Source: an optimization exercise on an open RTL-to-GDS flow (aim: small area, a short achievable clock period and few clock cycles). Production flows keep margins and buffers that such runs may drop. Function was checked by simulation only, so behaviour that the tests miss may differ from the original. Power figures rest on the tool's default switching activity, not on a simulated workload.

## wip/pepper
==> flow/design.v <==
module surgeon_core (
    input  wire        clk,
    input  wire        rst,
    input  wire        cmd_valid,
    output wire        cmd_ready,
    input  wire [63:0] cmd,
    output reg         resp_valid,
    output wire [63:0] resp
);
    reg        u1;
    reg [1:0]  u2;
    reg [2:0]  u3;
    reg [3:0]  u4;
    reg [11:0] u12;
    reg [15:0] tpid, tci;
    reg [47:0] src0, src1, dst0, dst1;
    reg        some0, some1;
    reg [15:0] ttpid0, ttpid1, ttci0, ttci1;    
    reg        ip40, ip41;                      
    wire [3:0]  grp  = cmd[63:60];
    wire [3:0]  lo   = cmd[59:56];
    wire [3:0]  sel  = cmd[55:52];
    wire [3:0]  rsv  = cmd[51:48];
    wire [47:0] data = cmd[47:0];
    wire [15:0] v    = data[15:0];
    wire        b    = data[0];
    wire        h    = sel[0];
    assign cmd_ready = 1'b1;
    wire g1 = (grp == 4'h1);
    wire g2 = (grp == 4'h2);
    wire g3 = (grp == 4'h3);
    wire [15:0] l;
    genvar gi;
    generate
        for (gi = 0; gi < 16; gi = gi + 1) begin : g_lo
            assign l[gi] = (lo == gi);
        end
    endgenerate
    wire z_hi  = (data[47:16] == 32'd0);    
    wire z_mid = (data[15:1] == 15'd0);
    wire z_b0  = ~data[0];
    wire ok_d1 = z_hi & z_mid;               
    wire ok_d0 = ok_d1 & z_b0;               
    wire sel0  = (sel == 4'd0);
    wire selW  = ~sel[3] & (~sel[2] | (sel[1:0] == 2'd0));
    wire selH  = (sel[3:1] == 3'd0);
    wire leg1 = g1 & ~lo[3] & selW &
                ((l[1] | l[2]) ? z_hi : ok_d0);
    wire leg2 = g2 & (lo <= 4'hB) & sel0 &
                ((l[1] | l[2] | l[7] | l[11]) ? z_hi :
                 l[9] ? ok_d1 : ok_d0);
    wire leg3 = g3 & (lo <= 4'hB) & (l[11] ? sel0 : selH) &
                ((l[1] | l[2]) ? 1'b1 :
                 l[10] ? z_hi :
                 l[8] ? ok_d1 : ok_d0);
    wire legal = (rsv == 4'd0) & (leg1 | leg2 | leg3);
    reg prim_big;                        
    always @(*) begin
        case (sel[2:0])
            3'd0:    prim_big = (v[15:1] != 15'd0);
            3'd1:    prim_big = (v[15:2] != 14'd0);
            3'd2:    prim_big = (v[15:3] != 13'd0);
            3'd3:    prim_big = (v[15:4] != 12'd0);
            default: prim_big = (v[15:12] != 4'd0);
        endcase
    end
    wire v_gt7    = (v[15:3] != 13'd0);
    wire v_gtfff  = (v[15:12] != 4'd0);
    wire v_islen  = (v <= 16'd1500);
    wire v_ip4    = (v == 16'h0800);
    wire e_range = (g1 & (l[1] | l[2]) & prim_big) |
                   (g2 & l[7] & v_gt7) |
                   (g2 & l[11] & v_gtfff);
    wire e_islen = g3 & l[10] & v_islen;
    wire e_unkn  = g3 & l[10] & ~v_islen & ~v_ip4;
    wire [3:0] status = ~legal   ? 4'd4 :
                        e_range  ? 4'd1 :
                        e_islen  ? 4'd2 :
                        e_unkn   ? 4'd3 : 4'd0;
    wire ok = legal & ~e_range & ~e_islen & ~e_unkn;
    wire we = cmd_valid & ok & ~rst;
    wire hdr_eq = (src0 == src1) & (dst0 == dst1) & (ip40 == ip41) &
                  (some0 == some1) &
                  (~some0 | ((ttpid0 == ttpid1) & (ttci0 == ttci1)));
    reg [11:0] prim_val, prim_max;
    reg [3:0]  prim_bits;
    always @(*) begin
        case (sel[2:0])
            3'd0:    begin prim_val = {11'd0, u1}; prim_max = 12'h001; prim_bits = 4'd1;  end
            3'd1:    begin prim_val = {10'd0, u2}; prim_max = 12'h003; prim_bits = 4'd2;  end
            3'd2:    begin prim_val = {9'd0,  u3}; prim_max = 12'h007; prim_bits = 4'd3;  end
            3'd3:    begin prim_val = {8'd0,  u4}; prim_max = 12'h00F; prim_bits = 4'd4;  end
            default: begin prim_val = u12;         prim_max = 12'hFFF; prim_bits = 4'd12; end
        endcase
    end
    wire        some_h  = h ? some1  : some0;
    wire [15:0] ttpid_h = h ? ttpid1 : ttpid0;
    wire [15:0] ttci_h  = h ? ttci1  : ttci0;
    wire        ip4_h   = h ? ip41   : ip40;
    reg [47:0] rdata;
    always @(*) begin
        rdata = 48'd0;
        if (g1) begin
            if (l[1]) rdata[15:0]  = v;
            if (l[3]) rdata[11:0]  = prim_val;
            if (l[4]) rdata[0]     = 1'b1;
            if (l[6]) rdata[11:0]  = prim_max;
            if (l[7]) rdata[3:0]   = prim_bits;
        end
        if (g2) begin
            if (l[3])  rdata[15:0] = tpid;
            if (l[4])  rdata[15:0] = tci;
            if (l[5])  rdata[0]    = (tpid == 16'h8100);
            if (l[6])  rdata[2:0]  = tci[15:13];
            if (l[8])  rdata[0]    = tci[12];
            if (l[10]) rdata[11:0] = tci[11:0];
        end
        if (g3) begin
            if (l[3] & ~h)  rdata = src0;
            if (l[3] &  h)  rdata = src1;
            if (l[4] & ~h)  rdata = dst0;
            if (l[4] &  h)  rdata = dst1;
            if (l[7] & some_h) rdata[32:0] = {1'b1, ttpid_h, ttci_h};
            if ((l[9] & ip4_h) | l[10]) rdata[11] = 1'b1;
            if (l[11]) rdata[0] = hdr_eq;
        end
    end
    reg [3:0]  resp_st;
    reg [47:0] resp_rd;
    always @(posedge clk) begin
        resp_valid <= cmd_valid & ~rst;
        resp_st    <= status;
        resp_rd    <= ok ? rdata : 48'd0;
    end
    assign resp = {resp_st, 12'd0, resp_rd};
    wire        we_p  = we & g1 & (l[0] | l[1] | l[2]);
    wire        clr_p = rst | l[0];
    wire [11:0] pv    = v[11:0] & {12{~clr_p}};
    always @(posedge clk) begin
        if (rst | (we_p & (sel[2:0] == 3'd0))) u1  <= pv[0];
        if (rst | (we_p & (sel[2:0] == 3'd1))) u2  <= pv[1:0];
        if (rst | (we_p & (sel[2:0] == 3'd2))) u3  <= pv[2:0];
        if (rst | (we_p & (sel[2:0] == 3'd3))) u4  <= pv[3:0];
        if (rst | (we_p & (sel[2:0] == 3'd4))) u12 <= pv[11:0];
    end
    wire we2     = we & g2;
    wire get_tag = we & g3 & l[7] & some_h;
    always @(posedge clk) begin
        if (rst) begin
            tpid <= 16'h8100;
            tci  <= 16'h0000;
        end else if (get_tag) begin
            tpid <= ttpid_h;
            tci  <= ttci_h;
        end else if (we2) begin
            if (l[0] | l[1]) tpid <= 16'h8100;
            if (l[2])        tpid <= v;
            if (l[0])        tci  <= 16'h0000;
            if (l[1])        tci  <= v;
            if (l[7])        tci[15:13] <= v[2:0];
            if (l[9])        tci[12]    <= b;
            if (l[11])       tci[11:0]  <= v[11:0];
        end
    end
    wire        we3 = we & g3;
    wire [47:0] md  = data & {48{~rst}};
    wire clr0 = rst | (we3 & l[0] & ~h);
    wire clr1 = rst | (we3 & l[0] &  h);
    always @(posedge clk) begin
        if (clr0 | (we3 & l[1] & ~h)) src0 <= md;
        if (clr1 | (we3 & l[1] &  h)) src1 <= md;
        if (clr0 | (we3 & l[2] & ~h)) dst0 <= md;
        if (clr1 | (we3 & l[2] &  h)) dst1 <= md;
        if (clr0 | (we3 & l[6] & ~h)) some0 <= 1'b0;
        else if (we3 & l[5] & ~h)     some0 <= 1'b1;
        if (clr1 | (we3 & l[6] &  h)) some1 <= 1'b0;
        else if (we3 & l[5] &  h)     some1 <= 1'b1;
        if (we3 & l[5] & ~h) begin ttpid0 <= tpid; ttci0 <= tci; end
        if (we3 & l[5] &  h) begin ttpid1 <= tpid; ttci1 <= tci; end
        if (clr0)                      ip40 <= 1'b0;
        else if (we3 & l[8] & ~h)      ip40 <= b;
        else if (we3 & l[10] & ~h)     ip40 <= 1'b1;
        if (clr1)                      ip41 <= 1'b0;
        else if (we3 & l[8] &  h)      ip41 <= b;
        else if (we3 & l[10] &  h)     ip41 <= 1'b1;
    end
endmodule
make LEC_CHECK=0 CAP_MARGIN=20 CORE_MARGIN=2 CORE_UTILIZATION=40 SLEW_MARGIN=20 finish   # period 5.0 ns
run.sh (not shown) runs the stock make flow with config.mk's settings and CLKGATE_MAP_FILE= SYNTH_SCRIPT=/design/flow/synth_recipe.tcl, a recipe that flattens the netlist after the stock synthesis.
In summary, wip/pepper completed successfully, with a layout that passed the timing, DRC and antenna checks.
Testbench counts of wip/pepper, summed over its fixed seeds: cycles 12,008.
Modified inputs, wip/nickel compared to wip/pepper
- an added SETUP_SLACK_MARGIN of 3.0
Switching portion of total power ended up 0.16 points higher on wip/nickel than on wip/pepper. Taking wip/pepper over wip/nickel, the post-layout net count ratio works out to 0.916. wip/nickel — fraction of area in multi-input gates 0.62 points higher, wip/pepper as reference. In wip/nickel the wire length of the first global-routing pass turned out about 12% higher than in wip/pepper.
What wip/cedar does differently from wip/nickel at the input level:
- setting ABC_CLOCK_PERIOD_IN_PS to 1000 for the first time
- removing SETUP_SLACK_MARGIN (formerly 3.0)
### Flow results
Compared with wip/nickel, average vias per placed instance in wip/cedar decreased slightly. Insertion delay of the later-clocked pin in the worst-skew pair in wip/cedar vs wip/nickel: down 20 ps. Compare wip/nickel and wip/cedar | total wire length after detailed routing higher: wip/nickel. wip/cedar ended up with a lower share of power burned in combinational logic than wip/nickel did. Sequential cell count came out exactly the same in wip/nickel and wip/cedar. When wip/cedar is set beside wip/nickel, its global-route usage turns out to be 3.1 points smaller.

---

wip/onyx:
Another version of the RTL of surgeon_core (not shown whole).
Size: ~1300 cells after synthesis, ~17000 um^2 of cells after synthesis.
## surgeon_core
module surgeon_core (
    input  wire        clk,
    input  wire        rst,
    input  wire        cmd_valid,
    output wire        cmd_ready,
    input  wire [63:0] cmd,
    output reg         resp_valid,
    output wire [63:0] resp
);
    reg        u1;
    reg [1:0]  u2;
    reg [2:0]  u3;
    reg [3:0]  u4;
    reg [11:0] u12;
    reg [15:0] tpid, tci;
    reg [47:0] src0, src1, dst0, dst1;
    reg        fs0, fs1, fd0, fd1;
    reg        some0, some1;
    reg [15:0] ttpid0, ttpid1, ttci0, ttci1;    
    reg        ip40, ip41;                      
    assign cmd_ready = 1'b1;
    wire [7:0]  op   = cmd[63:56];
    wire [3:0]  sel  = cmd[55:52];
    wire [3:0]  rsv  = cmd[51:48];
    wire [47:0] data = cmd[47:0];
    wire [15:0] v    = data[15:0];
    wire        b    = data[0];
    wire zh  = (data[47:16] == 32'd0);       
    wire zm  = (data[15:1] == 15'd0);
    wire d1  = zh & zm;                      
    wire dz  = d1 & ~data[0];                
    wire r0  = (rsv == 4'd0);
  ...
clock: 5.0 ns
lec_check: 0
cap_margin: 20
core_margin: 2
core_utilization: 55
setup_slack_margin: 2.5
slew_margin: 20
standard.sh (not shown) runs the stock make flow with config.mk's settings and CLKGATE_MAP_FILE= SYNTH_SCRIPT=/design/flow/synth_recipe.tcl, a recipe that flattens the netlist after the stock synthesis.
==> flow/flow/run.sh <==
#!/bin/bash
set -euo pipefail
export BUFFER_PORTS_ARGS="-buffer_cell sky130_fd_sc_hd__buf_4"
export DONT_USE_CELLS="sky130_fd_sc_hd__a2111o_1 sky130_fd_sc_hd__a2111o_2 sky130_fd_sc_hd__a2111o_4 sky130_fd_sc_hd__a2111oi_0 sky130_fd_sc_hd__a2111oi_1 sky130_fd_sc_hd__a2111oi_2 sky130_fd_sc_hd__a2111oi_4 sky130_fd_sc_hd__nor4_1 sky130_fd_sc_hd__nor4_2 sky130_fd_sc_hd__nor4_4 sky130_fd_sc_hd__nor4b_1 sky130_fd_sc_hd__nor4b_2 sky130_fd_sc_hd__nor4b_4 sky130_fd_sc_hd__nor4bb_1 sky130_fd_sc_hd__nor4bb_2 sky130_fd_sc_hd__nor4bb_4 sky130_fd_sc_hd__o2111a_1 sky130_fd_sc_hd__o2111a_2 sky130_fd_sc_hd__o2111a_4 sky130_fd_sc_hd__o2111ai_1 sky130_fd_sc_hd__o2111ai_2 sky130_fd_sc_hd__o2111ai_4 sky130_fd_sc_hd__or4_1 sky130_fd_sc_hd__or4_2 sky130_fd_sc_hd__or4_4 sky130_fd_sc_hd__or4b_1 sky130_fd_sc_hd__or4b_2 sky130_fd_sc_hd__or4b_4 sky130_fd_sc_hd__or4bb_1 sky130_fd_sc_hd__or4bb_2 sky130_fd_sc_hd__or4bb_4 "
bash standard.sh > standard_flow.log 2>&1
Testbench counts of wip/onyx, summed over its fixed seeds: cycles 12,008.
#### Input delta (wip/willow over wip/onyx)
- swapping 55 for 40 in CORE_UTILIZATION
- putting CTS_BUF_LIST at sky130_fd_sc_hd__clkbuf_8 where nothing was set
==> flow/run.sh (new file) <==
#!/bin/bash
# synth_recipe.tcl (not shown) runs the flow's synth.tcl, then flattens the netlist and writes it again
# the make line also repeats each setting of config.mk as NAME=value (left out here)
make -C /OpenROAD-flow-scripts/flow DESIGN_CONFIG=/design/flow/config.mk WORK_HOME=/design/flow/orfs CLKGATE_MAP_FILE= SYNTH_SCRIPT=/design/flow/synth_recipe.tcl finish
removed: flow/flow/run.sh
removed: flow/standard.sh
==> comparison <==
Changes observed in wip/willow relative to wip/onyx: global-route met3 utilization went down 2.5 points; internal power now sits at about the same level. wip/willow reports a higher clock buffer count than wip/onyx does. Going from wip/onyx to wip/willow, final total power shows an increase of about 1.1%, area fraction of clock buffers and clock inverters shows an increase of 0.33 points, area of combinational cells with multiple inputs shows a reduction of about 2.3%.
Setup changes, wip/willow to wip/sierra
==> flow/flow/run.sh (new file) <==
#!/bin/bash
set -euo pipefail
export BUFFER_PORTS_ARGS="-buffer_cell sky130_fd_sc_hd__buf_4"
bash standard.sh > standard_flow.log 2>&1
==> flow/standard.sh (new file) <==
#!/bin/bash
# synth_recipe.tcl (not shown) runs the flow's synth.tcl, then flattens the netlist and writes it again
# the make line also repeats each setting of config.mk as NAME=value (left out here)
make -C /OpenROAD-flow-scripts/flow DESIGN_CONFIG=/design/flow/config.mk WORK_HOME=/design/flow/orfs CLKGATE_MAP_FILE= SYNTH_SCRIPT=/design/flow/synth_recipe.tcl "${@:-finish}"
removed: flow/run.sh
Results
Compared with wip/willow, wip/sierra shows a lower overall fraction of global-route tracks in use. Delta (wip/sierra minus wip/willow): depth of the worst hold-timing path shows a reduction of 1; clock skew ~0 delta.

---

## run A
surgeon_core again, from the RTL that the note above started with.
clock: 5.0 ns
lec_check: 0
cap_margin: 20
core_margin: 2
core_utilization: 55
cts_buf_list: sky130_fd_sc_hd__clkbuf_8
setup_slack_margin: 2.5
slew_margin: 20
==> flow/flow/run.sh <==
#!/bin/bash
set -euo pipefail
export BUFFER_PORTS_ARGS="-buffer_cell sky130_fd_sc_hd__buf_4"
export DONT_USE_CELLS="sky130_fd_sc_hd__a2111o_1 sky130_fd_sc_hd__a2111o_2 sky130_fd_sc_hd__a2111o_4 sky130_fd_sc_hd__a2111oi_0 sky130_fd_sc_hd__a2111oi_1 sky130_fd_sc_hd__a2111oi_2 sky130_fd_sc_hd__a2111oi_4 sky130_fd_sc_hd__nor4_1 sky130_fd_sc_hd__nor4_2 sky130_fd_sc_hd__nor4_4 sky130_fd_sc_hd__nor4b_1 sky130_fd_sc_hd__nor4b_2 sky130_fd_sc_hd__nor4b_4 sky130_fd_sc_hd__nor4bb_1 sky130_fd_sc_hd__nor4bb_2 sky130_fd_sc_hd__nor4bb_4 sky130_fd_sc_hd__o2111a_1 sky130_fd_sc_hd__o2111a_2 sky130_fd_sc_hd__o2111a_4 sky130_fd_sc_hd__o2111ai_1 sky130_fd_sc_hd__o2111ai_2 sky130_fd_sc_hd__o2111ai_4 sky130_fd_sc_hd__or4_1 sky130_fd_sc_hd__or4_2 sky130_fd_sc_hd__or4_4 sky130_fd_sc_hd__or4b_1 sky130_fd_sc_hd__or4b_2 sky130_fd_sc_hd__or4b_4 sky130_fd_sc_hd__or4bb_1 sky130_fd_sc_hd__or4bb_2 sky130_fd_sc_hd__or4bb_4 "
bash standard.sh > standard_flow.log 2>&1
Run A went all the way through synthesis, placement and routing and the layout is clean on timing, DRC and antenna.
Testbench counts of run A, summed over its fixed seeds: cycles 12,008.
Edits applied to the flow inputs when going from run A to run B:
- a change of CORE_UTILIZATION from 55 to 40
- a deleted CTS_BUF_LIST that had been sky130_fd_sc_hd__clkbuf_8
==> flow/run.sh (new file) <==
#!/bin/bash
# synth_recipe.tcl (not shown) runs the flow's synth.tcl, then flattens the netlist and writes it again
# the make line also repeats each setting of config.mk as NAME=value (left out here)
make -C /OpenROAD-flow-scripts/flow DESIGN_CONFIG=/design/flow/config.mk WORK_HOME=/design/flow/orfs CLKGATE_MAP_FILE= SYNTH_SCRIPT=/design/flow/synth_recipe.tcl finish
removed: flow/flow/run.sh
removed: flow/standard.sh
--- outcome ---
For run B, the launching instance or port of the critical path was cmd[0], unlike run A, where it was cmd[4].
For the share of cells above drive strength 1, run B came in 2.1 points higher than run A did.
Run A vs run B, highest metal layer with signal wires: met5 vs met4
Share of power burned in combinational logic: run B vs run A up 0.4 points
Run A reports its critical path capture point as resp_rd[2] while run B reports resp_rd[22].
Side by side, via count turned out higher in run B than in run A.
Status: post-synthesis xor/xnor area fraction parity (run B, run A)
### run B -> run C
- changing CORE_UTILIZATION from 40 to 55
- setting CTS_BUF_LIST to sky130_fd_sc_hd__clkbuf_4 for the first time
==> flow/flow/run.sh (new file) <==
#!/bin/bash
set -euo pipefail
export BUFFER_PORTS_ARGS="-buffer_cell sky130_fd_sc_hd__buf_4"
export DONT_USE_CELLS="sky130_fd_sc_hd__a2111o_1 sky130_fd_sc_hd__a2111o_2 sky130_fd_sc_hd__a2111o_4 sky130_fd_sc_hd__a2111oi_0 sky130_fd_sc_hd__a2111oi_1 sky130_fd_sc_hd__a2111oi_2 sky130_fd_sc_hd__a2111oi_4 sky130_fd_sc_hd__nor4_1 sky130_fd_sc_hd__nor4_2 sky130_fd_sc_hd__nor4_4 sky130_fd_sc_hd__nor4b_1 sky130_fd_sc_hd__nor4b_2 sky130_fd_sc_hd__nor4b_4 sky130_fd_sc_hd__nor4bb_1 sky130_fd_sc_hd__nor4bb_2 sky130_fd_sc_hd__nor4bb_4 sky130_fd_sc_hd__o2111a_1 sky130_fd_sc_hd__o2111a_2 sky130_fd_sc_hd__o2111a_4 sky130_fd_sc_hd__o2111ai_1 sky130_fd_sc_hd__o2111ai_2 sky130_fd_sc_hd__o2111ai_4 sky130_fd_sc_hd__or4_1 sky130_fd_sc_hd__or4_2 sky130_fd_sc_hd__or4_4 sky130_fd_sc_hd__or4b_1 sky130_fd_sc_hd__or4b_2 sky130_fd_sc_hd__or4b_4 sky130_fd_sc_hd__or4bb_1 sky130_fd_sc_hd__or4bb_2 sky130_fd_sc_hd__or4bb_4 "
bash standard.sh > standard_flow.log 2>&1
==> flow/standard.sh (new file) <==
#!/bin/bash
# synth_recipe.tcl (not shown) runs the flow's synth.tcl, then flattens the netlist and writes it again
# the make line also repeats each setting of config.mk as NAME=value (left out here)
make -C /OpenROAD-flow-scripts/flow DESIGN_CONFIG=/design/flow/config.mk WORK_HOME=/design/flow/orfs CLKGATE_MAP_FILE= SYNTH_SCRIPT=/design/flow/synth_recipe.tcl "${@:-finish}"
removed: flow/run.sh
==> comparison <==
Run C reached the end of the flow, and the finished layout is clean on the timing, DRC and antenna checks. Summary of the comparison: fraction of the cycle the final worst path needs is lower in run C, relative to run B. On critical path depth: between run B and run C, it ends up lower for run B. Re total power: run B and run C aren't equal, and the higher value belongs to run B. Run C vs run B — design area dropped by more than 10%. Higher final critical path time including I/O delays and setup among run B and run C: run B.

-- separate check: timing with driven ports --
The results above use ideal ports. As a check the final layouts listed here were re-extracted and re-timed, cells and wires unchanged.
Step 1 (the two cells are an assumption about what drives the block):
set clk [get_ports {clk}]
set_driving_cell -lib_cell sky130_fd_sc_hd__clkbuf_16 $clk
set_driving_cell -lib_cell sky130_fd_sc_hd__buf_2 [delete_from_list [all_inputs] $clk]
Step 2, shift: input delay + t, output delay - t, t = (earliest + latest rising clock arrival at the registers) / 2. This alone moves slack from input paths to output paths.
a / b / c = no drivers / after step 1 / after step 2; a / b = the first two.
| run | t, ns | setup slack, ns | cell pins on the clock port's net |
|---|---|---|---|
| wip/pepper | 0.617 | 1.022 / 1.061 / 0.444 | 1 |
| wip/nickel | 0.627 | 1.693 / 1.718 / 1.091 | 1 |
| wip/cedar | 0.617 | 1.022 / 1.061 / 0.444 | 1 |
| wip/onyx | 0.583 | 2.227 / 2.232 / 1.650 | 1 |
| wip/willow | 0.712 | 2.341 / 2.340 / 1.629 | 1 |
| wip/sierra | 0.722 | 2.384 / 2.379 / 1.657 | 1 |
| run A | 0.681 | 2.364 / 2.369 / 1.688 | 1 |
| run B | 0.600 | 2.208 / 2.238 / 1.638 | 1 |
| run C | 0.805 | 2.410 / 2.405 / 1.600 | 1 |
After both steps every run listed still meets setup and hold. The setup slack of run C, which loses most, moves by -0.005 ns with the drivers and by -0.810 ns with both steps.
